Source: an optimization exercise on an open RTL-to-GDS flow (aim: small area, a short achievable clock period and few clock cycles). Production flows keep margins and buffers that such runs may drop.
Only simulation tests tie the RTL to the original design; equivalence was not proved.
Power is estimated from default activity; no workload was simulated.

File: flow/design.v
module hash_add #(parameter W = 32, parameter L = 5) (   
    input  wire [W-1:0] a,
    input  wire [W-1:0] b,
    input  wire         cin,
    output wire [W-1:0] s
);
    wire [W-1:0] p  = a ^ b;
    wire [W-1:0] g0 = a & b;
    wire [W-1:0] G [0:L];
    wire [W-1:0] P [0:L];
    assign G[0] = {g0[W-1:1], g0[0] | (p[0] & cin)};
    assign P[0] = p;
    genvar l, i;
    generate
        for (l = 0; l < L; l = l + 1) begin : lv
            for (i = 0; i < W; i = i + 1) begin : bt
                if ((i >> l) & 1) begin : op
                    localparam integer J = ((i >> l) << l) - 1;
                    assign G[l+1][i] = G[l][i] | (P[l][i] & G[l][J]);
                    assign P[l+1][i] = P[l][i] & P[l][J];
                end else begin : pass
                    assign G[l+1][i] = G[l][i];
                    assign P[l+1][i] = P[l][i];
                end
            end
        end
    endgenerate
    assign s = p ^ {G[L][W-2:0], cin};
endmodule
module hash_rca #(parameter W = 17) (
    input  wire [W-1:0] a,
    input  wire [W-1:0] b,
    output wire [W-1:0] s
);
    wire [W:0] c;
    assign c[0] = 1'b0;
    genvar i;
    generate
        for (i = 0; i < W; i = i + 1) begin : bt
            assign s[i]   = a[i] ^ b[i] ^ c[i];
            assign c[i+1] = (a[i] & b[i]) | (c[i] & (a[i] ^ b[i]));
        end
    endgenerate
endmodule
module hash_mix (
    input  wire [3:0]  k,        
    input  wire [31:0] x,
    input  wire [31:0] y,
    input  wire [31:0] z,
    input  wire [31:0] t,        
    input  wire [31:0] r,        
    output wire [31:0] n
);
    wire fold = (k < 4'd3);
    wire [31:0] q  = fold ? t : ~y;
    wire [31:0] r2 = fold ? r : ~z;
    wire [31:0] cs_s = x ^ q ^ r2;
    wire [31:0] cs_c = (x & q) | (x & r2) | (q & r2);
    wire [31:0] sum;
    hash_add #(32) u_add (.a(cs_s), .b({cs_c[30:0], !fold}), .cin(!fold), .s(sum));
    reg [31:0] sh;
    always @(*) begin
        case (k)
            4'd3:    sh = z >> 13;
            4'd4:    sh = z >> 8;
            4'd5:    sh = z >> 13;
            4'd6:    sh = z >> 12;
            4'd7:    sh = z >> 16;
            4'd8:    sh = z >> 5;
            4'd9:    sh = z >> 3;
            4'd10:   sh = z >> 10;
            4'd11:   sh = z >> 15;
            default: sh = 32'd0;
        endcase
    end
    assign n = sum ^ sh;
endmodule
module hash_engine (
    input  wire        clk,
    input  wire        rst,      
    input  wire        req,      
    input  wire        we,       
    input  wire [3:0]  addr,     
    input  wire [31:0] wdata,
    output wire        ready,    
    output reg  [31:0] rdata     
);
    localparam [31:0] ID_VALUE = 32'h4F414154;
    localparam [31:0] GOLDEN   = 32'h9E3779B9;
    localparam [3:0] REG_ID     = 4'd0;
    localparam [3:0] REG_CMD    = 4'd1;
    localparam [3:0] REG_STATUS = 4'd2;
    localparam [3:0] REG_SEED   = 4'd3;
    localparam [3:0] REG_RESULT = 4'd4;
    localparam [3:0] REG_LEN    = 4'd5;
    localparam [3:0] REG_ACC    = 4'd6;
    localparam [3:0] REG_A      = 4'd7;
    localparam [3:0] REG_B      = 4'd8;
    localparam [3:0] REG_C      = 4'd9;
    localparam [1:0] MODE_IDLE = 2'd0;
    localparam [1:0] MODE_OAAT = 2'd1;
    localparam [1:0] MODE_L2   = 2'd2;
    localparam [3:0] E_ILLEGAL_CMD  = 4'd1;
    localparam [3:0] E_BAD_SEQUENCE = 4'd2;
    localparam [3:0] E_REG_LOCKED   = 4'd3;
    reg [31:0] acc_q, x_q, y_q, z_q, len_q, seed_q, result_q;
    reg [7:0]  buf_q [0:11];
    reg [3:0]  bufcnt_q;
    reg [1:0]  mode_q;
    reg        done_q, err_q;
    reg [3:0]  errcode_q;
    reg        busy_q;       
    reg [3:0]  k_q;          
    reg        fin_q;        
    reg        blk_q;        
    reg [3:0]  fcnt_q;       
    reg        ofin_q;       
    wire stall     = busy_q || ofin_q;
    wire rd_hazard = (addr == REG_RESULT) || (ofin_q && (addr == REG_ACC)) ||
                     (busy_q && ((addr == REG_A) || (addr == REG_B) || (addr == REG_C)));
    wire wr_pass   = (addr == REG_CMD) && (wdata[31:24] == 8'h12);
    assign ready = !stall || (we ? wr_pass : !rd_hazard);
    wire wr_access = req && we && ready;
    wire [7:0] opc  = wdata[31:24];
    wire [7:0] byte_in = wdata[7:0];
    wire       low24_zero = (wdata[23:0] == 24'd0);
    wire       low24_b_ok = (wdata[23:8] == 16'd0);
    wire       low24_s_ok = (wdata[23:1] == 23'd0);
    wire is_nop         = (opc == 8'h00) && low24_zero;
    wire is_oaat_start  = (opc == 8'h01) && low24_zero;
    wire is_oaat_byte   = (opc == 8'h02) && low24_b_ok;
    wire is_oaat_finish = (opc == 8'h03) && low24_zero;
    wire is_l2_start    = (opc == 8'h11) && low24_s_ok;
    wire is_l2_byte     = (opc == 8'h12) && low24_b_ok;
    wire is_l2_finish   = (opc == 8'h13) && low24_zero;
    wire is_mix         = (opc == 8'h20) && low24_zero;
    wire is_clr_err     = (opc == 8'h30) && low24_zero;
    wire is_legal = is_nop | is_oaat_start | is_oaat_byte | is_oaat_finish |
                    is_l2_start | is_l2_byte | is_l2_finish | is_mix | is_clr_err;
    wire        fsel = wdata[24];
    wire [31:0] sb   = {{24{byte_in[7]}}, byte_in};
    wire [31:0] op2  = fsel ? (acc_q << 3) : (acc_q << 10);
    wire [31:0] op4  = sb << 10;
    wire [31:0] s1   = acc_q ^ op2 ^ sb;
    wire [31:0] c1   = (acc_q & op2) | (acc_q & sb) | (op2 & sb);
    wire [31:0] c1s  = {c1[30:0], 1'b0};
    wire [31:0] s2   = s1 ^ c1s ^ op4;
    wire [31:0] c2   = (s1 & c1s) | (s1 & op4) | (c1s & op4);
    wire [31:0] oaat_sum;
    hash_add #(32) u_oaat (.a(s2), .b({c2[30:0], 1'b0}), .cin(1'b0), .s(oaat_sum));
    wire [31:0] oaat_step = oaat_sum ^ (fsel ? $unsigned($signed(oaat_sum) >>> 11)
                                             : $unsigned($signed(oaat_sum) >>> 6));
    wire [16:0] oaat_hi;
    hash_rca #(17) u_fin (.a(acc_q[31:15]), .b(acc_q[16:0]), .s(oaat_hi));
    wire [31:0] oaat_final = {oaat_hi, acc_q[14:0]};
    wire [3:0] ek = busy_q ? k_q : ((mode_q == MODE_L2) ? 4'd0 : 4'd3);
    wire [3:0] cnt = busy_q ? fcnt_q : bufcnt_q;
    wire [11:0] m;
    genvar gi;
    generate
        for (gi = 0; gi < 12; gi = gi + 1) begin : msk
            assign m[gi] = (cnt > gi);
        end
    endgenerate
    wire [31:0] tail_a = {m[3] ? buf_q[3] : 8'h00, m[2] ? buf_q[2] : 8'h00,
                          m[1] ? buf_q[1] : 8'h00, m[0] ? buf_q[0] : 8'h00};
    wire [31:0] tail_b = {m[7] ? buf_q[7] : 8'h00, m[6] ? buf_q[6] : 8'h00,
                          m[5] ? buf_q[5] : 8'h00, m[4] ? buf_q[4] : 8'h00};
    wire [31:0] tail_c = blk_q ? {buf_q[11], buf_q[10], buf_q[9], buf_q[8]}
                               : {m[10] ? buf_q[10] : 8'h00, m[9] ? buf_q[9] : 8'h00,
                                  m[8] ? buf_q[8] : 8'h00, 8'h00};
    wire [31:0] fold_t = (ek == 4'd0) ? tail_a : (ek == 4'd1) ? tail_b : tail_c;
    wire [31:0] fold_r = (ek == 4'd2 && !blk_q) ? len_q : 32'd0;
    wire [31:0] step_n;
    hash_mix u_mix (
        .k(ek), .x(x_q), .y(y_q), .z(z_q), .t(fold_t), .r(fold_r), .n(step_n)
    );
    wire [31:0] len_inc = len_q + 32'd1;
    always @(posedge clk) begin
        if (rst) begin
            acc_q     <= 32'd0;
            x_q       <= 32'd0;
            y_q       <= 32'd0;
            z_q       <= 32'd0;
            len_q     <= 32'd0;
            seed_q    <= 32'd0;
            result_q  <= 32'd0;
            bufcnt_q  <= 4'd0;
            mode_q    <= MODE_IDLE;
            done_q    <= 1'b0;
            err_q     <= 1'b0;
            errcode_q <= 4'd0;
            busy_q    <= 1'b0;
            ofin_q    <= 1'b0;
        end else begin
            if (busy_q) begin
                x_q <= y_q;
                y_q <= z_q;
                z_q <= step_n;
                k_q <= k_q + 4'd1;
                if (k_q == 4'd11) begin
                    busy_q <= 1'b0;
                    if (fin_q) result_q <= step_n;
                end
            end
            if (ofin_q) begin
                acc_q    <= oaat_final;
                result_q <= oaat_final;
                ofin_q   <= 1'b0;
            end
            if (wr_access) begin
                case (addr)
                    REG_SEED: seed_q <= wdata;
                    REG_A, REG_B, REG_C: begin
                        if (mode_q == MODE_IDLE) begin
                            if (addr == REG_A) x_q <= wdata;
                            if (addr == REG_B) y_q <= wdata;
                            if (addr == REG_C) z_q <= wdata;
                        end else if (!err_q) begin
                            err_q     <= 1'b1;
                            errcode_q <= E_REG_LOCKED;
                        end
                    end
                    REG_CMD: begin
                        if (!is_legal) begin
                            if (!err_q) begin
                                err_q     <= 1'b1;
                                errcode_q <= E_ILLEGAL_CMD;
                            end
                        end else if (is_oaat_start) begin
                            acc_q    <= 32'd0;
                            len_q    <= 32'd0;
                            bufcnt_q <= 4'd0;
                            done_q   <= 1'b0;
                            mode_q   <= MODE_OAAT;
                        end else if (is_oaat_byte) begin
                            if (mode_q != MODE_OAAT) begin
                                if (!err_q) begin
                                    err_q     <= 1'b1;
                                    errcode_q <= E_BAD_SEQUENCE;
                                end
                            end else begin
                                acc_q <= oaat_step;
                                len_q <= len_inc;
                            end
                        end else if (is_oaat_finish) begin
                            if (mode_q != MODE_OAAT) begin
                                if (!err_q) begin
                                    err_q     <= 1'b1;
                                    errcode_q <= E_BAD_SEQUENCE;
                                end
                            end else begin
                                acc_q    <= oaat_step;
                                ofin_q   <= 1'b1;
                                mode_q   <= MODE_IDLE;
                                done_q   <= 1'b1;
                            end
                        end else if (is_l2_start) begin
                            x_q      <= GOLDEN;
                            y_q      <= GOLDEN;
                            z_q      <= wdata[0] ? seed_q : 32'd0;
                            bufcnt_q <= 4'd0;
                            len_q    <= 32'd0;
                            done_q   <= 1'b0;
                            mode_q   <= MODE_L2;
                        end else if (is_l2_byte) begin
                            if (mode_q != MODE_L2) begin
                                if (!err_q) begin
                                    err_q     <= 1'b1;
                                    errcode_q <= E_BAD_SEQUENCE;
                                end
                            end else begin
                                buf_q[bufcnt_q] <= byte_in;
                                len_q <= len_inc;
                                if (bufcnt_q == 4'd11) begin
                                    x_q      <= y_q;
                                    y_q      <= z_q;
                                    z_q      <= step_n;
                                    busy_q   <= 1'b1;
                                    k_q      <= 4'd1;
                                    fin_q    <= 1'b0;
                                    blk_q    <= 1'b1;
                                    fcnt_q   <= 4'd11;
                                    bufcnt_q <= 4'd0;
                                end else begin
                                    bufcnt_q <= bufcnt_q + 4'd1;
                                end
                            end
                        end else if (is_l2_finish) begin
                            if (mode_q != MODE_L2) begin
                                if (!err_q) begin
                                    err_q     <= 1'b1;
                                    errcode_q <= E_BAD_SEQUENCE;
                                end
                            end else begin
                                x_q      <= y_q;
                                y_q      <= z_q;
                                z_q      <= step_n;
                                busy_q   <= 1'b1;
                                k_q      <= 4'd1;
                                fin_q    <= 1'b1;
                                blk_q    <= 1'b0;
                                fcnt_q   <= bufcnt_q;
                                bufcnt_q <= 4'd0;
                                mode_q   <= MODE_IDLE;
                                done_q   <= 1'b1;
                            end
                        end else if (is_mix) begin
                            if (mode_q != MODE_IDLE) begin
                                if (!err_q) begin
                                    err_q     <= 1'b1;
                                    errcode_q <= E_BAD_SEQUENCE;
                                end
                            end else begin
                                x_q    <= y_q;
                                y_q    <= z_q;
                                z_q    <= step_n;
                                busy_q <= 1'b1;
                                k_q    <= 4'd4;
                                fin_q  <= 1'b0;
                            end
                        end else if (is_clr_err) begin
                            err_q     <= 1'b0;
                            errcode_q <= 4'd0;
                        end
                    end
                    default: ;  
                endcase
            end
        end
    end
    wire [31:0] status = {18'd0, 1'b0, 1'b0, bufcnt_q, errcode_q, err_q, done_q, mode_q};
    always @(*) begin
        case (addr)
            REG_ID:     rdata = ID_VALUE;
            REG_STATUS: rdata = status;
            REG_SEED:   rdata = seed_q;
            REG_RESULT: rdata = result_q;
            REG_LEN:    rdata = len_q;
            REG_ACC:    rdata = acc_q;
            REG_A:      rdata = x_q;
            REG_B:      rdata = y_q;
            REG_C:      rdata = z_q;
            default:    rdata = 32'd0;
        endcase
    end
endmodule
File: flow/run.sh
#!/bin/bash
# synth_recipe.tcl (not shown) runs the flow's synth.tcl, then flattens the netlist and writes it again
# the make line also repeats each setting of config.mk as NAME=value (left out here)
make -C /OpenROAD-flow-scripts/flow DESIGN_CONFIG=/design/flow/config.mk WORK_HOME=/design/flow/orfs CLKGATE_MAP_FILE= SYNTH_SCRIPT=/design/flow/synth_recipe.tcl finish
File: flow/config.mk
export PLATFORM = sky130hd
export DESIGN_NAME = hash_engine
export DESIGN_NICKNAME = hash_engine
export VERILOG_FILES = /design/flow/design.v
export SDC_FILE = /design/flow/constraint.sdc
export NUM_CORES = 4
export LEC_CHECK = 0
export CAP_MARGIN = 20
export CORE_MARGIN = 2
export CORE_UTILIZATION = 40
export SLEW_MARGIN = 20
File: flow/constraint.sdc
create_clock -name core_clock -period 33.0 [get_ports {clk}]
set_input_delay 6.6000 -clock core_clock [delete_from_list [all_inputs] [get_ports {clk}]]
set_output_delay 6.6000 -clock core_clock [all_outputs]
set_load 0.01 [all_outputs]
==> results.cfg, run 1 <==
[outcome]
outcome = finished clean

[grt]
grt_pass1_wl_um = 194000
grt_use_total = 0.358
antenna_found_initial = 4
overflow = 0
first_global_vias = 27000
grt_max_degree = 135

[final_layout]
drive_above_1_share = 0.0734
final_common_cell = a21oi_1
finalNonFillerCells = 4472
area_delta_synth_final_pct = 11.0
fillCellCount = 7079
layout.nets = 3717
layout_common_cells = a21oi_1 (422), nand2_1 (382), nor2_1 (375)

[placement]
detailed_place_hpwl_um = 98200
dp_cells = 4394
port_buffers = 72
gp_congestion = 1.02

[routing]
vias_per_cell = 6.58
first_iter_violations = 4607
wl_per_cell_um = 30.1
vias = 29400
postRouteWirelength_um = 135000
drt.antenna.violating_nets = 0
first_pass_iters = 10
drc = 0

[worst_setup_path]
worstSetupStartpoint = addr[2]
critPathRequiredTime_ns = 26.40
r2r-start = busy_q$_SDFF_PP0_
critPathLaunchType = input port
path_class = in2out
cp_max_fo = 21
cp-end-kind = primary output
worstPathArrival_ns = 10.17

[synth]
synth.avg_cell_area_um2 = 7.91
yosys_warnings = 3
synth_area_leader_cell = dfxtp_1
syn_inst = 3560
synthArstFlopShare = 0
syn_nets = 3780
syn_area_mm2 = 0.0282
synth_seq_area_share = 0.282
ys_ff_latch = 344
synth_top_cell_area_share = 0.169
synth_edf_count = 106
synthTopCellsByArea = dfxtp_1 (17%), edfxtp_1 (11%), a21oi_1 (7.6%), fa_1 (6.4%), nand2_1 (5.1%)
synth_ff_type = dfxtp_1
yosysUniqueCellTypes = 96

[timing]
min_period_ns = 16.77
relSlewSlack = 0.196
setup_viol = 0
period_share = 0.508
slew_violations = 0
rsz0062_at_grt = false
fmax_mhz = 59.6
finalHoldViolCount = 0
tightest_slew_ns = 1.20
fin_skew_ns = 0.0357
finalSetupTns_ns = 0

[die]
num_io_pins = 73
start_util = 0.403
core-area_mm2 = 0.0699
fp.dieH_um = 269
num_rows = 97
dieArea_mm2 = 0.0725
die_w_um = 269

[power_and_ir_drop]
power_density_mw_per_mm2 = 34.7
p_leak_uw = 0.0112
peakVddDrop_uv = 32.0

[clock_tree]
cts-hold-fix-buffers = 0
clk_latency_ns = 0.61
cts-root-buf = clkbuf_16
cts_tree = built
postCtsSetupBuffers = 0
numCtsBuffers = 41
post_cts_resized = 0
clk_path_buf_depth = 3
h-tree-depth = 2
cts_sinks = 344
clk_pin_slew_ns = 0.06

[hold_path]
min_from = errcode_q[3]$_SDFFE_PP0P_
hold_path_class = reg2reg

[job]
maxCapViolations = 0
[routing by layer]
layer / vias up / track usage / share of wire
li1: 12900 / - / -
met1: 14000 / 0.464 / 0.38
met2: 2103 / 0.540 / 0.42
met3: 471 / 0.105 / 0.13
met4: 4 / 0.183 / 0.064
met5: - / 0 / 0.00017
[path summary, 6_finish.rpt]
kind | endpoint | slack, ns | cells past startpoint
max | ready | 16.23 | 8
min | errcode_q[3]$_SDFFE_PP0P_ | 0.48 | 1
max reg2reg | z_q[25]$_SDFF_PP0_ | 25.17 | 22
min reg2reg | errcode_q[3]$_SDFFE_PP0P_ | 0.48 | 1
[worst max-delay path: stages]
cell and delay (ns):
clkdlybuf4s50_1 0.66, nor2b_1 0.91, and3_1 0.51, buf_4 0.38, or2_2 0.19, a221oi_1 0.07
a211o_1 0.36, clkdlybuf4s50_1 0.49
[per-stage QoR]
stage / total power, uW / area (um^2) / hold slack [ns] / setup slack (ns) / util
floorplan: 532 / 28200 / 0.431 / 18.24 / -
global placement: 588 / 29800 / 0.459 / 16.29 / 0.426
detailed placement: 588 / 29800 / 0.455 / 16.30 / 0.426
CTS: 1080 / 31200 / 0.475 / 16.30 / 0.447
global route: 1110 / 31200 / 0.489 / 16.18 / 0.447
finish: 1090 / 31200 / 0.477 / 16.23 / 0.447
[Yosys cell counts (9+ instances only)]
master and count:
o211a_1 11, a21oi_1 426, nor4_1 16, nor3_1 36
a31oi_1 26, nand2b_1 20, fa_1 90, a21boi_0 23
a211oi_1 45, a221oi_1 70, o22ai_1 58, o21ai_0 187
edfxtp_1 106, o211ai_1 12, nand4_1 24, a221o_1 19
a21o_1 24, o21bai_1 9, nor2b_1 19, and3_1 32
nand3_1 82, a22o_1 22, buf_2 15, buf_1 25
a222oi_1 33, a211o_1 11, clkbuf_1 229, a22oi_1 149
and2_1 28, mux2i_1 93, dfxtp_1 238, or2_2 9
or3_1 16, nand2_1 383, inv_1 155, xnor2_1 111
o221ai_1 20, mux2_2 32, o21a_1 16, ha_1 90
nor2_1 381, xor2_1 47
[flip-flops by register name (all words and copies together) (netlist names)]
name       count
acc_q         32
blk_q          1
buf_q         96
bufcnt_q       4
busy_q         1
done_q         1
err_q          1
errcode_q      4
fcnt_q         4
fin_q          1
k_q            4
len_q         32
mode_q         2
ofin_q         1
result_q      32
seed_q        32
x_q           32
y_q           32
z_q           32
[cell families after synthesis]
kind of cell,count (synthesis),share of synthesized area
compound gates,1237,0.287
simple gates,1088,0.173
flops,344,0.282
fa+ha+maj,180,0.104
xor+xnor,159,0.0499
buf+inv,427,0.0580
mux,125,0.0459
[final cells by class]
class / instances / area (um^2) / area share
Multi-Input combinational cell: 2789 / 18700 / 0.598
Sequential cell: 344 / 7950 / 0.255
Timing Repair Buffer: 165 / 1420 / 0.0454
Tap cell: 940 / 1180 / 0.0376
Clock buffer: 54 / 1150 / 0.0367
Inverter: 156 / 586 / 0.0187
Clock inverter: 21 / 282 / 0.00901
Antenna cell: 3 / 7.51 / 0.000240
[power by group]
group          total, uW  internal, uW  switching, uW
logic                146          48.2           97.6
registers            438           436           2.08
clock network        501           293            208
Testbench counts, summed over its fixed seeds: cycles 25,199.
==> run 2: changes to the inputs <==
==> flow/flow/run.sh (new file) <==
#!/bin/bash
# Layout flow: the standard synthesis, then the standard layout with
# ORFS's timing repair aimed SETUP_SLACK_MARGIN ns below the clock period, so
# that the port buffers and the read-out logic are sized for speed. The
# constraints (clock period, I/O delays, loads) are the standard flow's, unchanged.
# Each step's full output goes to a log of its own in the work folder.
set -euo pipefail
cd "$(dirname "$0")/.."
bash standard.sh synth > synth.log 2>&1
bash standard.sh SETUP_SLACK_MARGIN=18 finish > layout.log 2>&1
==> flow/standard.sh (new file) <==
#!/bin/bash
# synth_recipe.tcl (not shown) runs the flow's synth.tcl, then flattens the netlist and writes it again
# the make line also repeats each setting of config.mk as NAME=value (left out here)
make -C /OpenROAD-flow-scripts/flow DESIGN_CONFIG=/design/flow/config.mk WORK_HOME=/design/flow/orfs CLKGATE_MAP_FILE= SYNTH_SCRIPT=/design/flow/synth_recipe.tcl "${@:-finish}"
removed: flow/run.sh
==> results.cfg, run 2 <==
[timing]
fmax_mhz = 66.6
slew_violations = 0
min_period_ns = 15.02
finalHoldViolCount = 0
tightest_slew_ns = 1.23
holdWs_ns = 0.479
relSlewSlack = 0.180
fin_skew_ns = 0.0271
finalSetupTns_ns = 0
rsz0062_at_grt = true
setup_viol = 0
period_share = 0.455

[worst_setup_path]
timing.rr.end = z_q[25]$_SDFF_PP0_
path_delay_family = buffers and inverters
cp-end-kind = primary output
rrSetupSlack_ns = 25.11
critPathLaunchType = input port
crit_path_frequent_cell = buf_12
path_cells = clkdlybuf4s15_2 -> buf_12 -> nand2b_4 -> nor2_4 -> buf_12 -> a22oi_1 -> nand3_1 -> clkdlybuf4s50_1
cp_num_buf_inv = 4
ff2ff_path_depth = 22
critPathRequiredTime_ns = 26.40
slowest_delay_ns = 0.55
cp_max_fo = 25
slowest_stage = clkdlybuf4s50_1
path_class = in2out
worstPathArrival_ns = 8.42
r2r-start = busy_q$_SDFF_PP0_
worstSetupStartpoint = addr[1]

[hold_path]
hold_depth = 1
min_from = errcode_q[2]$_SDFFE_PP0P_
hold_end = errcode_q[2]$_SDFFE_PP0P_
hold_path_class = reg2reg

[synth]
synth_top_cell_area_share = 0.169
ys_ff_latch = 344
synth_seq_area_share = 0.282
synthXorXnorAreaFrac = 0.0499
synthTopCellsByArea = dfxtp_1 (17%), edfxtp_1 (11%), a21oi_1 (7.6%), fa_1 (6.4%), nand2_1 (5.1%)
synth_top_family_by_area = compound AO/OA/AOI/OAI gates
synthSimpleGateAreaFrac = 0.173
synthArstFlopShare = 0
synth_ff_type = dfxtp_1
yosys_warnings = 3
yosysUniqueCellTypes = 96
synth_area_leader_cell = dfxtp_1
syn_area_mm2 = 0.0282
syn_inst = 3560
synth_edf_count = 106
synth_most_common_cell = a21oi_1
synth_compound_area_frac = 0.287
syn_nets = 3780
synthMuxAreaShare = 0.0459
synth.avg_cell_area_um2 = 7.91
synth_common_cells = a21oi_1 (426), nand2_1 (383), nor2_1 (381)
synth_adder_area_share = 0.104

[die]
fp.dieH_um = 269
num_io_pins = 73
dieArea_mm2 = 0.0725
core-area_mm2 = 0.0699
num_rows = 97
start_util = 0.403
die_w_um = 269

[grt]
antenna_found_initial = 3
first_global_vias = 27200
grt_pass1_wl_um = 195000
grt_use_total = 0.361
grt_max_degree = 135
overflow = 0

[routing]
wl_met1_um = 51200
routed.top_layer = met5
wl_per_cell_um = 30.2
postRouteWirelength_um = 135000
wl_met3_um = 18200
vias_per_cell = 6.61
vias = 29600
drc = 0
drt.antenna.violating_nets = 0
first_pass_iters = 12
first_iter_violations = 4779
dr_wl_met2_um = 57200

[placement]
detailed_place_hpwl_um = 98200
gp_congestion = 1.02
port_buffers = 72

[power_and_ir_drop]
p_leak_uw = 0.0115
finalPower_uw = 1090
power_density_mw_per_mm2 = 34.5
peakVddDrop_uv = 30.9

[clock_tree]
cts_sinks = 344
clk_pin_slew_ns = 0.06
cts-root-buf = clkbuf_16
h-tree-depth = 2
clk_latency_ns = 0.61
cts_tree = built
cts-hold-fix-buffers = 0
clk_path_buf_depth = 3
numCtsBuffers = 41

[job]
maxCapViolations = 0

[final_layout]
final_common_cell = a21oi_1
area_delta_synth_final_pct = 12.0
drive_above_1_share = 0.0822
largest_register_ffs = 96
largest-register = buf_q
layout_common_cells = a21oi_1 (422), nand2_1 (381), nor2_1 (372)
layout.nets = 3729

[outcome]
outcome = finished clean
==> run 2: cell counts after synthesis <==
No cell type changed its count.
==> run 2: cell type report <==
class	count	area (um^2)
antenna	2	5.00
clock buffer	54	1150
clock inverter	21	282
fill	7043	38400
inverter	156	589
multi-input combinational	2789	18800
sequential	344	7950
tap	940	1180
timing repair buffer	177	1590
==> run 2: timing repair <==
| action | CTS | global route |
|---|---|---|
| gates resized for setup | 87 | 18 |
| buffers inserted | 10 | 1 |
| endpoints found under the setup margin | 33 | 16 |
| cloned | 1 | 0 |
| pin swaps | 21 | 6 |
==> run 2: cells by family after synthesis <==
family	after synthesis
simple gates	1088
xor+xnor	159
compound gates	1237
mux	125
flops	344
fa+ha+maj	180
buf+inv	427
==> run 2: layer usage <==
| metal | up-vias | track usage |
|---|---|---|
| met5 | - | 0 |
| met4 | 4 | 0.193 |
| met3 | 455 | 0.107 |
| met1 | 14100 | 0.467 |
| met2 | 2181 | 0.540 |
| li1 | 12900 | - |
==> run 2: report_power, final <==
group	total [uW]	internal, uW	switching, uW
clock network	502	293	208
registers	438	436	2.05
logic	149	49.9	99.4
==> run 2: how the worst max path moves through the flow <==
stage | to | slack (ns) | cells after the start
final | rdata[23] | 17.98 | 8
after global routing | rdata[23] | 17.97 | 8
after CTS | ready | 17.82 | 7
after detailed placement | ready | 16.30 | 8
after global placement | ready | 16.29 | 8
after floorplan | rdata[9] | 18.24 | 6
==> run 2: per-stage QoR <==
step | instance area, um^2 | util | std cells | setup WS, ns
finish | 31500 | 0.451 | 4483 | 17.98
global route | 31500 | 0.451 | 4482 | 17.97
CTS | 31500 | 0.450 | 4480 | 17.82
detailed placement | 29800 | 0.426 | 4394 | 16.30
global placement | 29800 | 0.426 | 4394 | 16.29
floorplan | 28200 | - | 3560 | 18.24
==> run 2: worst reg2reg max path, stage by stage, from the launching register on <==
cell and delay [ns]:
dfxtp_4 0.59, nor3b_1 0.94, a21oi_2 0.02, buf_4 0.27, a21oi_2 0.81, buf_4 0.37, a221oi_1 0.12, a21oi_1 0.35
a21oi_1 0.14, fa_1 0.52, inv_1 0.06, ha_1 0.33, a21oi_1 0.18, o21ai_0 0.12, a2111oi_0 0.98, nand2_1 0.22
a221o_1 0.35, xnor2_1 0.20, buf_4 0.23, mux2i_1 0.18, a2111oi_2 0.45, nor3_1 0.09, a211oi_1 0.23
==> run 3: changes to the inputs <==
--- a/flow/design.v
+++ b/flow/design.v
@@ -44,2 +44,29 @@
 endmodule
+module hash_cia #(parameter W = 32, parameter L = 16) (
+    input  wire [W-1:0] a,
+    input  wire [W-1:0] b,
+    input  wire         cin,
+    output wire [W-1:0] s
+);
+    wire [L:0]     c;
+    wire [W-L:0]   d;
+    wire [W-L-1:0] s0;
+    wire [W-L:0]   pa;
+    assign c[0]  = cin;
+    assign d[0]  = 1'b0;
+    assign pa[0] = 1'b1;
+    genvar i;
+    generate
+        for (i = 0; i < L; i = i + 1) begin : lo
+            assign s[i]   = a[i] ^ b[i] ^ c[i];
+            assign c[i+1] = (a[i] & b[i]) | (c[i] & (a[i] ^ b[i]));
+        end
+        for (i = 0; i < W - L; i = i + 1) begin : hi
+            assign s0[i]   = a[L+i] ^ b[L+i] ^ d[i];
+            assign d[i+1]  = (a[L+i] & b[L+i]) | (d[i] & (a[L+i] ^ b[L+i]));
+            assign pa[i+1] = pa[i] & s0[i];
+            assign s[L+i]  = s0[i] ^ (c[L] & pa[i]);
+        end
+    endgenerate
+endmodule
 module hash_mix (
@@ -59,3 +86,3 @@
     wire [31:0] sum;
-    hash_add #(32) u_add (.a(cs_s), .b({cs_c[30:0], !fold}), .cin(!fold), .s(sum));
+    hash_cia #(32, 16) u_add (.a(cs_s), .b({cs_c[30:0], !fold}), .cin(!fold), .s(sum));
     reg [31:0] sh;
@@ -117,2 +144,3 @@
     reg        ofin_q;       
+    reg        seed_v, result_v;  
     wire stall     = busy_q || ofin_q;
@@ -185,4 +213,2 @@
             len_q     <= 32'd0;
-            seed_q    <= 32'd0;
-            result_q  <= 32'd0;
             bufcnt_q  <= 4'd0;
@@ -194,2 +220,4 @@
             ofin_q    <= 1'b0;
+            seed_v    <= 1'b0;
+            result_v  <= 1'b0;
         end else begin
@@ -202,3 +230,6 @@
                     busy_q <= 1'b0;
-                    if (fin_q) result_q <= step_n;
+                    if (fin_q) begin
+                        result_q <= step_n;
+                        result_v <= 1'b1;
+                    end
                 end
@@ -208,2 +239,3 @@
                 result_q <= oaat_final;
+                result_v <= 1'b1;
                 ofin_q   <= 1'b0;
@@ -212,3 +244,6 @@
                 case (addr)
-                    REG_SEED: seed_q <= wdata;
+                    REG_SEED: begin
+                        seed_q <= wdata;
+                        seed_v <= 1'b1;
+                    end
                     REG_A, REG_B, REG_C: begin
@@ -260,3 +295,3 @@
                             y_q      <= GOLDEN;
-                            z_q      <= wdata[0] ? seed_q : 32'd0;
+                            z_q      <= (wdata[0] && seed_v) ? seed_q : 32'd0;
                             bufcnt_q <= 4'd0;
@@ -336,4 +371,4 @@
             REG_STATUS: rdata = status;
-            REG_SEED:   rdata = seed_q;
-            REG_RESULT: rdata = result_q;
+            REG_SEED:   rdata = seed_v ? seed_q : 32'd0;
+            REG_RESULT: rdata = result_v ? result_q : 32'd0;
             REG_LEN:    rdata = len_q;
==> flow/flow/run.sh (replaced) <==
#!/bin/bash
# Layout flow: the standard synthesis, then the standard layout with
# ORFS's timing repair aimed SETUP_SLACK_MARGIN ns below the clock period, so
# that the read-out logic is sized for speed; ports get buf_4 buffers
# (buffer_ports -buffer_cell) instead of its default delay buffers. The
# CTS runs without dummy loads. The
# constraints (clock period, I/O delays, loads) are the standard flow's, unchanged.
# Each step's full output goes to a log of its own in the work folder.
set -euo pipefail
cd "$(dirname "$0")/.."
bash standard.sh synth > synth.log 2>&1
bash standard.sh SETUP_SLACK_MARGIN=18 "BUFFER_PORTS_ARGS=-buffer_cell sky130_fd_sc_hd__buf_4" "CTS_ARGS=-sink_clustering_enable -repair_clock_nets -sink_clustering_size 25 -sink_clustering_max_diameter 60 -dont_use_dummy_load" finish > layout.log 2>&1
--- a/flow/config.mk
+++ b/flow/config.mk
@@ -9,3 +9,5 @@
 export CORE_MARGIN = 2
-export CORE_UTILIZATION = 40
+export CORE_UTILIZATION = 45
+export CTS_CLUSTER_DIAMETER = 60
+export CTS_CLUSTER_SIZE = 25
 export SLEW_MARGIN = 20
==> results.cfg, run 3 <==
[routing]
postRouteWirelength_um = 146000
wl_per_cell_um = 35.1
first_iter_violations = 5416
vias = 29600
vias_per_cell = 7.10
drt.antenna.violating_nets = 0
drc = 0
first_pass_iters = 10

[timing]
setup_viol = 0
fin_skew_ns = 0.0751
slew_violations = 0
min_period_ns = 14.98
finalHoldViolCount = 0
fmax_mhz = 66.7
rsz0062_at_grt = false
relSlewSlack = 0.0694
finalSetupTns_ns = 0
tightest_slew_ns = 1.38
period_share = 0.454

[clock_tree]
clk_latency_ns = 0.61
cts_tree = built
cts_sinks = 346
h-tree-depth = 2
clk_path_buf_depth = 3
cts-hold-fix-buffers = 0
clk_pin_slew_ns = 0.04
numCtsBuffers = 42
cts-root-buf = clkbuf_16

[worst_setup_path]
ff2ff_path_depth = 35
cp_num_buf_inv = 4
r2r-start = busy_q$_SDFF_PP0_
cp_num_cells = 9
cp-end-kind = primary output
path_delay_family = buffers and inverters
path_class = in2out
slowest_delay_ns = 0.28
cp_max_fo = 26
critPathLaunchType = input port
worstPathArrival_ns = 8.38
critPathRequiredTime_ns = 26.40
timing.rr.end = z_q[24]$_SDFF_PP0_
rrSetupSlack_ns = 18.73
path_cells = buf_4 -> nand2b_4 -> nor2_2 -> buf_8 -> a21oi_1 -> buf_4 -> o21ai_0 -> nand2_1 -> buf_4
slowest_stage = buf_8
crit_path_frequent_cell = buf_4

[die]
num_io_pins = 73
die_w_um = 254
core-area_mm2 = 0.0617
start_util = 0.455
fp.dieH_um = 254
num_rows = 91
dieArea_mm2 = 0.0644

[placement]
detailed_place_hpwl_um = 105000
placed_area_mm2 = 0.0295
port_buffers = 72
gp_congestion = 1.03

[hold_path]
hold_end = seed_v$_SDFFE_PP0P_
hold_depth = 1
hold_path_class = reg2reg
min_from = seed_v$_SDFFE_PP0P_

[grt]
overflow = 0
grt_use_total = 0.446
grt_pass1_wl_um = 203000
grt_max_degree = 61
antenna_found_initial = 13
first_global_vias = 27300

[job]
maxCapViolations = 0

[final_layout]
area_delta_synth_final_pct = 9.51
largest-register = buf_q
largest_register_ffs = 96
layout_common_cells = nand2_1 (386), a21oi_1 (326), nor2_1 (306)
drive_above_1_share = 0.0990
final_cell_area_mm2 = 0.0307
layout.nets = 3543
final_common_cell = nand2_1

[synth]
yosys_warnings = 3
synthTopCellsByArea = edfxtp_1 (18%), dfxtp_1 (13%), fa_1 (8.1%), a21oi_1 (5.8%), nand2_1 (5.2%)
synth_edf_count = 170
synth_top_cell_area_share = 0.182
yosysUniqueCellTypes = 83
synth_ff_type = dfxtp_1
synth_most_common_cell = nand2_1
syn_area_mm2 = 0.0281
synth_common_cells = nand2_1 (390), a21oi_1 (326), nor2_1 (318)
synthArstFlopShare = 0
synth_area_leader_cell = edfxtp_1
synth.avg_cell_area_um2 = 8.35
ys_ff_latch = 346
syn_nets = 3579
syn_inst = 3362
synth_seq_area_share = 0.307

[outcome]
outcome = finished clean

[power_and_ir_drop]
p_leak_uw = 0.0109
power_density_mw_per_mm2 = 33.5
peakVddDrop_uv = 54.4
## run 3: changes by cell type after synthesis, moves of 16 or more
cell,previous run,this run
mux2i_1,93,130
a21oi_1,426,326
o221ai_1,20,37
inv_1,155,119
clkbuf_1,229,207
ha_1,90,63
edfxtp_1,106,170
nor2_1,381,318
fa_1,90,114
nand3_1,82,66
o21ai_0,187,286
dfxtp_1,238,176
## run 3: per-stage QoR
step | setup slack, ns | hold WS (ns) | power [uW] | instances | util
after global routing | 18.00 | 0.452 | 1050 | 4161 | 0.498
after floorplan | 18.23 | 0.418 | 561 | 3362 | -
after detailed placement | 17.03 | 0.441 | 619 | 4111 | 0.479
final | 18.02 | 0.447 | 1030 | 4165 | 0.498
after global placement | 17.03 | 0.437 | 617 | 4111 | 0.479
after CTS | 18.02 | 0.451 | 1020 | 4159 | 0.497
## run 3: area by class of cell
type	count	area (um^2)
Timing Repair Buffer	177	1380
Inverter	121	454
Sequential cell	346	8630
Antenna cell	4	10.0
Fill cell	5930	31000
Clock buffer	42	1050
Tap cell	837	1050
Multi-Input combinational cell	2638	18200
## run 3: cell families after synthesis
| group | Yosys count | share of synthesized area |
|---|---|---|
| AO/OA/AOI/OAI | 1157 | 0.264 |
| XOR/XNOR | 157 | 0.0490 |
| adder cells (fa/ha/maj) | 177 | 0.109 |
| buffers and inverters | 379 | 0.0528 |
| flip-flops | 346 | 0.307 |
| multiplexers | 162 | 0.0592 |
| AND/OR/NAND/NOR | 984 | 0.159 |
## run 3: repair_timing
| item | CTS | global route |
|---|---|---|
| pin swaps | 3 | 0 |
| gates cloned | 1 | 0 |
| gates resized for setup | 8 | 5 |
| buffers inserted | 5 | 0 |
| setup endpoints to repair | 33 | 3 |
## run 3: worst reg2reg max path: cells and delay by family (launching register included)
kind                     cells  cell delay, ns
adder cells (fa/ha/maj)     16            7.89
AO/OA/AOI/OAI                8            2.69
AND/OR/NAND/NOR              6            1.18
buffers and inverters        3            1.07
XOR/XNOR                     2            0.78
flip-flops                   1            0.53
## run 3: per-layer routing
layer	global-route usage	up-vias	wire length, um
li1	-	12200	-
met1	0.574	14300	54300
met2	0.637	2411	59100
met3	0.162	594	21500
met4	0.267	14	11100
met5	0	-	92
## run 3: how the worst max path moves through the flow
stage | endpoint | slack, ns | start
after floorplan | rdata[27] | 18.23 | addr[3]
after global placement | rdata[14] | 17.03 | addr[2]
after detailed placement | rdata[14] | 17.03 | addr[3]
after CTS | ready | 18.02 | addr[1]
after global routing | rdata[14] | 18.00 | addr[2]
final | ready | 18.02 | addr[2]
## run 3: report_power, final
group	switching (uW)	leakage (uW)	internal, uW
sequential	1.54	0.00295	452
combinational	110	0.00739	53.8
clock	188	0.000518	222
total	300	0.0109	728
Testbench counts of run 3, summed over its fixed seeds: cycles 25,199.
==> run 4: changes to the inputs <==
--- a/flow/design.v
+++ b/flow/design.v
@@ -146,6 +146,5 @@
     wire stall     = busy_q || ofin_q;
-    wire rd_hazard = (addr == REG_RESULT) || (ofin_q && (addr == REG_ACC)) ||
-                     (busy_q && ((addr == REG_A) || (addr == REG_B) || (addr == REG_C)));
-    wire wr_pass   = (addr == REG_CMD) && (wdata[31:24] == 8'h12);
-    assign ready = !stall || (we ? wr_pass : !rd_hazard);
+    wire rd_pass   = (addr[3:2] == 2'b00);
+    wire wr_pass   = (addr == REG_CMD) && (wdata[29:24] == 6'b010010);
+    assign ready = !stall || (we ? wr_pass : rd_pass);
     wire wr_access = req && we && ready;
==> results.cfg, run 4 <==
[outcome]
outcome = finished clean

[synth]
syn_nets = 3395
yosys_warnings = 3
synth_edf_count = 170
synth_top_cell_area_share = 0.187
synth_common_cells = nand2_1 (328), a21oi_1 (320), nor2_1 (291)
yosysUniqueCellTypes = 82
synth_area_leader_cell = edfxtp_1
syn_inst = 3178
synth_ff_type = dfxtp_1
synth_seq_area_share = 0.316
synth.avg_cell_area_um2 = 8.59
synth_most_common_cell = nand2_1
syn_area_mm2 = 0.0273
synthArstFlopShare = 0
ys_ff_latch = 346
synthTopCellsByArea = edfxtp_1 (19%), dfxtp_1 (13%), fa_1 (8.4%), a21oi_1 (5.9%), nand2_1 (4.5%)

[routing]
vias = 29000
first_pass_iters = 10
drc = 0
first_iter_violations = 5113
vias_per_cell = 7.32
postRouteWirelength_um = 148000
drt.antenna.violating_nets = 0
wl_per_cell_um = 37.3

[clock_tree]
cts-root-buf = clkbuf_16
h-tree-depth = 2
cts_sinks = 346
cts_tree = built
numCtsBuffers = 43
clk_latency_ns = 0.62
clk_path_buf_depth = 3
clk_pin_slew_ns = 0.06
cts-hold-fix-buffers = 0

[worst_setup_path]
cp-end-kind = primary output
slowest_delay_ns = 0.40
path_cells = buf_4 -> nor2b_1 -> nand2_1 -> nor2_4 -> buf_6 -> a22o_1 -> a221oi_1 -> nand3_1 -> buf_4
critPathLaunchType = input port
worstPathArrival_ns = 8.41
slowest_stage = a221oi_1
path_class = in2out
cp_max_fo = 23
path_delay_family = compound AO/OA/AOI/OAI gates
cp_num_buf_inv = 3
critPathRequiredTime_ns = 26.40
crit_path_frequent_cell = buf_4

[timing]
finalHoldViolCount = 0
rsz0062_at_grt = true
slew_violations = 0
finalSetupTns_ns = 0
fin_skew_ns = 0.0757
setup_viol = 0
fmax_mhz = 66.6
holdWs_ns = 0.481
period_share = 0.455
min_period_ns = 15.01
relSlewSlack = 0.137
tightest_slew_ns = 1.29

[grt]
grt_max_degree = 63
grt_pass1_wl_um = 206000
first_global_vias = 27200
antenna_found_initial = 19
overflow = 0
grt_use_total = 0.462

[die]
dieArea_mm2 = 0.0627
fp.dieH_um = 250
core-area_mm2 = 0.0601
num_rows = 90
num_io_pins = 73
die_w_um = 250
start_util = 0.454

[power_and_ir_drop]
p_comb_frac = 0.159
pwr-share-clk = 0.402
switching_power_uw = 302
p_leak_uw = 0.0107
power_density_mw_per_mm2 = 34.4
peakVddDrop_uv = 36.9
swShare = 0.292
p_seq_frac = 0.439
intPower_uw = 733

[job]
maxCapViolations = 0

[placement]
detailed_place_hpwl_um = 107000
port_buffers = 72
gp_congestion = 1.07

[final_layout]
drive_above_1_share = 0.105
layout.nets = 3391
final_common_cell = nand2_1
largest-register = buf_q
layout_common_cells = nand2_1 (327), a21oi_1 (318), nor2_1 (283)
largest_register_ffs = 96
fillCellCount = 5802
area_delta_synth_final_pct = 10.4

[hold_path]
hold_path_class = reg2reg
==> run 4: changes by cell type in the layout (fill, tap and decap cells not counted), sizes merged, moves of 22 or more <==
cell    delta
a22oi     -55
nor2      -28
a22o      +22
o21ai     -68
a222oi    +26
nand2     -62
nand3     +27
==> run 4: worst reg2reg max path: cells and delay by family, from the launching register on <==
kind	cells	cell delay, ns
AO/OA/AOI/OAI	6	1.34
XOR/XNOR	2	0.77
flip-flops	1	0.63
buffers and inverters	1	0.27
AND/OR/NAND/NOR	7	2.52
adder cells (fa/ha/maj)	16	7.73
==> run 4: layer usage <==
layer  vias to the layer above  track usage  wire (um)
li1                      11800            -          -
met1                     14000        0.560      53100
met2                      2440        0.646      58700
met3                       700        0.212      22800
met4                        16        0.330      13200
met5                         -            0        109
==> run 4: final cells by class <==
cell class                 count  area, um^2  share of cell area
tap                          782         978              0.0325
sequential                   346        8630               0.286
antenna                        7        17.5            0.000581
multi-input combinational   2485       17600               0.583
timing repair buffer         190        1440              0.0478
clock buffer                  43        1080              0.0357
inverter                     108         409              0.0136
==> run 4: through the flow <==
stage	cells	cell area, um^2	power, uW	util	setup WS [ns]
floorplan	3178	27300	562	-	18.39
global placement	3908	29000	618	0.481	17.86
detailed placement	3908	29000	620	0.482	17.81
CTS	3951	30000	1030	0.500	18.02
global route	3954	30100	1060	0.501	17.97
finish	3961	30100	1040	0.501	17.99
==> run 4: final timing paths <==
check,from,end,slack [ns],depth (start not counted)
setup / recovery,addr[2],rdata[10],17.99,9
setup reg to reg,k_q[3]$_DFFE_PN_,z_q[22]$_SDFF_PP0_,19.61,32
hold reg to reg,errcode_q[3]$_SDFFE_PP0P_,errcode_q[3]$_SDFFE_PP0P_,0.48,1
hold / removal,errcode_q[3]$_SDFFE_PP0P_,errcode_q[3]$_SDFFE_PP0P_,0.48,1
==> run 4: power groups by stage <==
| stage | Sequential, uW | Clock (uW) | Combinational (uW) |
|---|---|---|---|
| floorplan | 462 | 0 | 99.3 |
| global placement | 463 | 0 | 155 |
| detailed placement | 463 | 0 | 157 |
| CTS | 454 | 414 | 158 |
| global route | 454 | 430 | 172 |
| finish | 454 | 416 | 165 |
==> run 4: logic make-up after synthesis <==
family          synth area share
compound gates             0.263
simple gates               0.153
buf+inv                   0.0483
flops                      0.316
fa+ha+maj                  0.112
xor+xnor                  0.0520
mux                       0.0553
==> run 4: repair_timing <==
| item | 4_1_cts | 5_1_grt |
|---|---|---|
| endpoints found under the hold margin | 0 | 0 |
| buffers inserted | 0 | 1 |
| setup endpoints to repair | 21 | 18 |
| pin swaps | 0 | 2 |
| gates resized for setup | 3 | 9 |
Testbench counts of run 4, summed over its fixed seeds: cycles 25,344.
==> run 5: changes to the inputs <==
--- a/flow/flow/run.sh
+++ b/flow/flow/run.sh
@@ -11,2 +11,2 @@
 bash standard.sh synth > synth.log 2>&1
-bash standard.sh SETUP_SLACK_MARGIN=18 "BUFFER_PORTS_ARGS=-buffer_cell sky130_fd_sc_hd__buf_4" "CTS_ARGS=-sink_clustering_enable -repair_clock_nets -sink_clustering_size 25 -sink_clustering_max_diameter 60 -dont_use_dummy_load" finish > layout.log 2>&1
+bash standard.sh SETUP_SLACK_MARGIN=18.3 "BUFFER_PORTS_ARGS=-buffer_cell sky130_fd_sc_hd__buf_4" "CTS_ARGS=-sink_clustering_enable -repair_clock_nets -sink_clustering_size 25 -sink_clustering_max_diameter 60 -dont_use_dummy_load" finish > layout.log 2>&1
==> results.cfg, run 5 <==
[synth]
synthXorXnorAreaFrac = 0.0520
synth_area_leader_cell = edfxtp_1
synth_common_cells = nand2_1 (328), a21oi_1 (320), nor2_1 (291)
synth_adder_area_share = 0.112
synth_most_common_cell = nand2_1
yosysUniqueCellTypes = 82
synthTopCellsByArea = edfxtp_1 (19%), dfxtp_1 (13%), fa_1 (8.4%), a21oi_1 (5.9%), nand2_1 (4.5%)
synth_edf_count = 170
synth_seq_area_share = 0.316
synth.avg_cell_area_um2 = 8.59
synthArstFlopShare = 0
synth_top_family_by_area = compound AO/OA/AOI/OAI gates
synth_top_cell_area_share = 0.187
syn_area_mm2 = 0.0273
synth_ff_type = dfxtp_1
ys_ff_latch = 346
syn_nets = 3395
syn_inst = 3178
synth_compound_area_frac = 0.263
synthMuxAreaShare = 0.0553
synthSimpleGateAreaFrac = 0.153
yosys_warnings = 3

[hold_path]
hold_path_class = reg2reg
min_from = errcode_q[3]$_SDFFE_PP0P_

[worst_setup_path]
critPathLaunchType = input port
critPathRequiredTime_ns = 26.40
worstPathArrival_ns = 8.11
path_class = in2out
cp-end-kind = primary output
r2r-start = k_q[3]$_DFFE_PN_
cp_max_fo = 12
worstSetupStartpoint = addr[3]

[die]
die_w_um = 250
num_io_pins = 73
num_rows = 90
core-area_mm2 = 0.0601
dieArea_mm2 = 0.0627
fp.dieH_um = 250
start_util = 0.454

[routing]
vias_per_cell = 7.32
wl_per_cell_um = 37.5
first_pass_iters = 10
first_iter_violations = 5138
vias = 29100
postRouteWirelength_um = 149000
drt.antenna.violating_nets = 0
drc = 0

[timing]
tightest_slew_ns = 1.31
fin_skew_ns = 0.0758
finalWorstSetupSlack_ns = 18.29
rsz0062_at_grt = true
setup_viol = 0
min_period_ns = 14.71
slew_violations = 0
fmax_mhz = 68.0
period_share = 0.446
finalHoldViolCount = 0
relSlewSlack = 0.122
holdWs_ns = 0.480
finalSetupTns_ns = 0

[final_layout]
seqCellArea_mm2 = 0.00863
multiInputGateArea_mm2 = 0.0177
fillCellCount = 5753
drive_above_1_share = 0.115
area_delta_synth_final_pct = 11.9
final_common_cell = nand2_1
finalNonFillerCells = 3980
layout_common_cells = nand2_1 (325), a21oi_1 (316), nor2_1 (282)
layout.nets = 3408
largest_register_ffs = 96
final_cell_area_mm2 = 0.0306
largest-register = buf_q

[placement]
placed_area_mm2 = 0.0290
port_buffers = 72
dp_cells = 3908
detailed_place_hpwl_um = 107000
gp_congestion = 1.07
place_ws_ns = 17.81

[clock_tree]
cts_tree = built
cts-hold-fix-buffers = 0
clk_latency_ns = 0.62
numCtsBuffers = 43
cts_sinks = 346
h-tree-depth = 2
clk_path_buf_depth = 3
cts-root-buf = clkbuf_16
clk_pin_slew_ns = 0.06

[grt]
grt_use_total = 0.467
overflow = 0
first_global_vias = 27400
grt_max_degree = 63
antenna_found_initial = 16
grt_pass1_wl_um = 208000

[power_and_ir_drop]
power_density_mw_per_mm2 = 34.0
peakVddDrop_uv = 36.6
p_leak_uw = 0.0109

[job]
maxCapViolations = 0

[outcome]
outcome = finished clean
[run 5: changes by cell type in the layout (fill, tap and decap cells not counted), sizes merged]
cell    before  now
buf        190  205
bufbuf       0    1
clkbuf      43   44
diode        7    9
[run 5: final cells by class]
class                      instances  share of cell area
antenna                            9            0.000737
clock buffer                      43              0.0352
inverter                         108              0.0134
multi-input combinational       2485               0.579
sequential                       346               0.282
tap                              782              0.0320
timing repair buffer             207              0.0572
[run 5: where the power goes]
group	switching (uW)	internal, uW
Sequential	1.70	452
Combinational	113	55.7
Clock	190	227
Total	305	735
[run 5: worst paths after layout]
check,to,slack (ns),depth (start not counted)
worst max register to register,z_q[22]$_SDFF_PP0_,19.54,32
worst min-delay path,errcode_q[3]$_SDFFE_PP0P_,0.48,1
worst max-delay path,rdata[7],18.29,8
worst min register to register,errcode_q[3]$_SDFFE_PP0P_,0.48,1
[run 5: critical path, cell delays in order]
cell and delay [ns]:
buf_4 0.16, nor2_2 0.18, nand2_2 0.15, nor2_4 0.37, a22o_1 0.23, a221oi_2 0.04, nand3_1 0.21, buf_6 0.15
[run 5: cells by family after synthesis]
kind of cell,Yosys count
AND/OR/NAND/NOR,916
flip-flops,346
AO/OA/AOI/OAI,1085
XOR/XNOR,162
buffers and inverters,347
multiplexers,145
adder cells (fa/ha/maj),177
[run 5: metal layers]
layer  global-route usage  up-vias  routed length (um)
li1                     -    11900                   -
met1                0.565    14000               53100
met2                0.651     2509               59000
met3                0.219      709               23500
met4                0.328       12               13500
met5                    0        -                 129
[run 5: metrics by stage]
step,utilization,power (uW)
2_1_floorplan,-,562
3_3_place_gp,0.481,618
3_5_place_dp,0.482,620
4_1_cts,0.504,1030
5_1_grt,0.508,1060
6_report,0.508,1040
[run 5: what timing repair did]
action,CTS,global route
endpoints found under the setup margin,33,33
gates cloned,2,1
resized for setup,35,23
buffers inserted,9,5
pin swaps,11,8

-- static timing again, ports no longer ideal --
Ports are ideal in the flow. The routed layouts listed here were re-timed in OpenROAD.
Step 1 assumes that a clkbuf_16 drives the clock port and a buf_2 every other input.
Step 2 moves the port delays by t, midway between the first and last clock arrival at a register: inputs arrive t later, outputs are due t later. That takes back most of the time a late clock gives input paths.
Slacks: ideal ports / drivers / drivers and shift; pairs: ideal ports / drivers.
run	shift t [ns]	setup slack, ns	worst setup path after step 2	latest minus earliest clock arrival (ns)
run 1	0.653	16.230 / 16.204 / 16.204	input to output	0.036 / 0.036
run 2	0.655	17.981 / 17.961 / 17.961	input to output	0.028 / 0.028
run 3	0.637	18.018 / 17.926 / 17.926	input to output	0.076 / 0.076
run 4	0.639	17.992 / 17.963 / 17.963	input to output	0.076 / 0.075
run 5	0.643	18.287 / 18.211 / 18.211	input to output	0.076 / 0.076
After both steps every run listed still meets setup and hold. For run 3, which loses most, drivers alone change the setup slack by -0.092 ns; drivers and shift together by -0.092 ns.
